From an optimization exercise on the open Yosys and OpenROAD flow, aimed at small area, a short achievable clock period and few clock cycles per item; shortcuts taken in it are not production practice.
Function was checked by simulation only, so behaviour that the tests miss may differ from the original.

Design ntt_butterfly_core, start of the top module:
module ntt_butterfly_core (
    input  wire        clk,
    input  wire        rst,
    input  wire        in_valid,
    output wire        in_ready,
    input  wire [63:0] in_u,
    input  wire [63:0] in_v,
    input  wire [63:0] in_w,
    input  wire [63:0] in_q,
    output reg         out_valid,
    output wire [63:0] out_a,
    output wire [63:0] out_b
);
    reg  [62:0] q_cur;           
    reg         qv;              
    reg         qm_r;            
    reg   [5:0] s_r;             
    reg  [62:0] qn_r;            
    reg  [63:0] nq_r;            
    reg [13:0] r_r;             
    reg [2:0] d_r;             
    reg [2:0] vsh_r;           
    reg         pc_busy;         
    reg         pc_p1;           
    reg         pc_p2;           
    reg   [3:0] pc_cnt;          
    reg  [16:0] dv_rem;          
    reg  [62:0] w_a;
    reg [62:0] v_a;
    reg  [62:0] u_a;
    reg [2:0] cnt_a;           
    reg         val_a, first_a;
    reg [73:0] s_acc, c_acc;   
    reg  [62:0] w_b;
    reg [62:0] v_b;
    reg  [62:0] u_b;
    reg [2:0] cnt_b;
    reg         val_b;
    reg [73:0] p0_r, p1_r;     
    reg [28:0] ps_r, pc_r;     
    reg         xv;              
    reg  [62:0] t_r, u2_r;         
    reg         t2v, t3v;
    reg   [1:0] gap;             
    reg         tv;
    reg  [62:0] oa_r;
    wire fin_b   = val_b && (cnt_b == 3'd0);
    wire ret_b   = val_b && (cnt_b != 3'd0);
    assign in_ready = !ret_b && qm_r && qv && !pc_busy && (gap == 2'd0) && !tv;
    wire accept  = in_valid && in_ready;
    wire pc_start = in_valid && !(qm_r && qv) && !pc_busy && !val_a && !val_b && !xv && !tv && !t2v && !t3v;
    wire [73:0] pre_s, pre_c, mrg_s, mrg_c;
    wire [28:0] est_s, est_c;
    nb_pre u_pre (.s_acc(s_acc), .c_acc(c_acc), .first(first_a), .w(w_a),
                  .dig(v_a[62:54]), .pre_s(pre_s), .pre_c(pre_c));
    nb_est u_est (.s_top(s_acc[73:58]), .c_top(c_acc[73:58]),
                  .r(first_a ? 13'd0 : r_r[13:1]), .est_s(est_s), .est_c(est_c));
    nb_mrg u_mrg (.ps(ps_r), .pc(pc_r), .p0(p0_r), .p1(p1_r), .qn(qn_r), .nq(nq_r),
                  .mrg_s(mrg_s), .mrg_c(mrg_c));
    wire [63:0] lz_x = {q_cur, 1'b1};
    wire lz_v0_0 = lz_x[1] | lz_x[0];
  ...
For scale: roughly 14000 cells after synthesis, ~390 I/O pins.
clock: 11.0 ns
lec_check: 0
abc_area: 1
cap_margin: 20
core_margin: 2
core_utilization: 45
setup_slack_margin: 5
slew_margin: 20
synth_hierarchical: 1
standard.sh (not shown) runs the stock make flow with config.mk's settings and CLKGATE_MAP_FILE= SYNTH_SCRIPT=/design/flow/synth_recipe.tcl, a recipe that flattens the netlist after the stock synthesis.
==> flow/flow/run.sh <==
#!/bin/bash
set -euo pipefail
sed 's/ "\${@:-finish}"/ SETUP_SLACK_MARGIN=6 "${@:-finish}"/' standard.sh > flow_std.sh
grep -q 'SETUP_SLACK_MARGIN=6 "' flow_std.sh
bash flow_std.sh > flow_std.log 2>&1
test -s out/final.def
Testbench counts at the start, summed over its fixed seeds: cycles 19,928, items 2,560.
Change:
- TNS_END_PERCENT: not set -> 30
Result:
- With this change the flow finished with capacitance limit, slew limit left
- global-route usage stays flat
- cell area goes up slightly
- setup slack degrades by 0.31 ns
- maximum frequency shrinks by a few percent
- clock-buffer cell count falls by 5
- non-clock buffer count came out higher by 10
Change:
- TNS_END_PERCENT: 30 -> 5
Result: The changed run finished with timing, DRC and antenna clean; final cell count drops by 0.53%; worst hold slack hardly moves; die area is unchanged; final area drops by 2.5%; critical path depth stays the same; register-to-register slack gains 0.04 ns; worst setup slack gains 0.042 ns; count of clock-buffer cells in the layout drops by 2; maximum frequency climbs by about 0.8%; global-route usage is about the same.
Change:
==> flow/run.sh (new file) <==
#!/bin/bash
# synth_recipe.tcl (not shown) runs the flow's synth.tcl, then flattens the netlist and writes it again
# the make line also repeats each setting of config.mk as NAME=value (left out here)
make -C /OpenROAD-flow-scripts/flow DESIGN_CONFIG=/design/flow/config.mk WORK_HOME=/design/flow/orfs CLKGATE_MAP_FILE= SYNTH_SCRIPT=/design/flow/synth_recipe.tcl finish
- TNS_END_PERCENT: 5 -> not set
removed: flow/flow/run.sh
removed: flow/standard.sh
Effect: The new run finished clean; design area is lower by 4.5%; utilization is lower by 2.4 points; register-to-register slack degrades by 0.75 ns; flip-flop and latch count is unchanged; maximum frequency is lower by 12%.

## separate check: timing with driven ports
How much do the figures lean on ideal ports? The routed layouts below were timed once more, with nothing changed but the port constraints. Step 1, drivers: a clkbuf_16 drives clk and a buf_2 each remaining input, both assumed. Step 2 times the ports against the registers' clock, not the clock port: input delays grow and output delays shrink by t, the midpoint of the rising clock arrivals with the driver on. a / b / c = ideal / step 1 / step 2; a / b = the first two.
run	t, ns	setup WS [ns]	worst slew at a driven data input, ns
the first run	0.933	5.926 / 5.926 / 5.187	0.10
the second run	0.939	5.619 / 5.619 / 5.181	0.10
the third run	0.947	5.661 / 5.661 / 5.032	0.09
the fourth run	0.931	4.906 / 4.906 / 4.747	0.09
For the first run, which loses most, drivers alone change the setup slack by 0.000 ns; drivers and shift together by -0.739 ns.
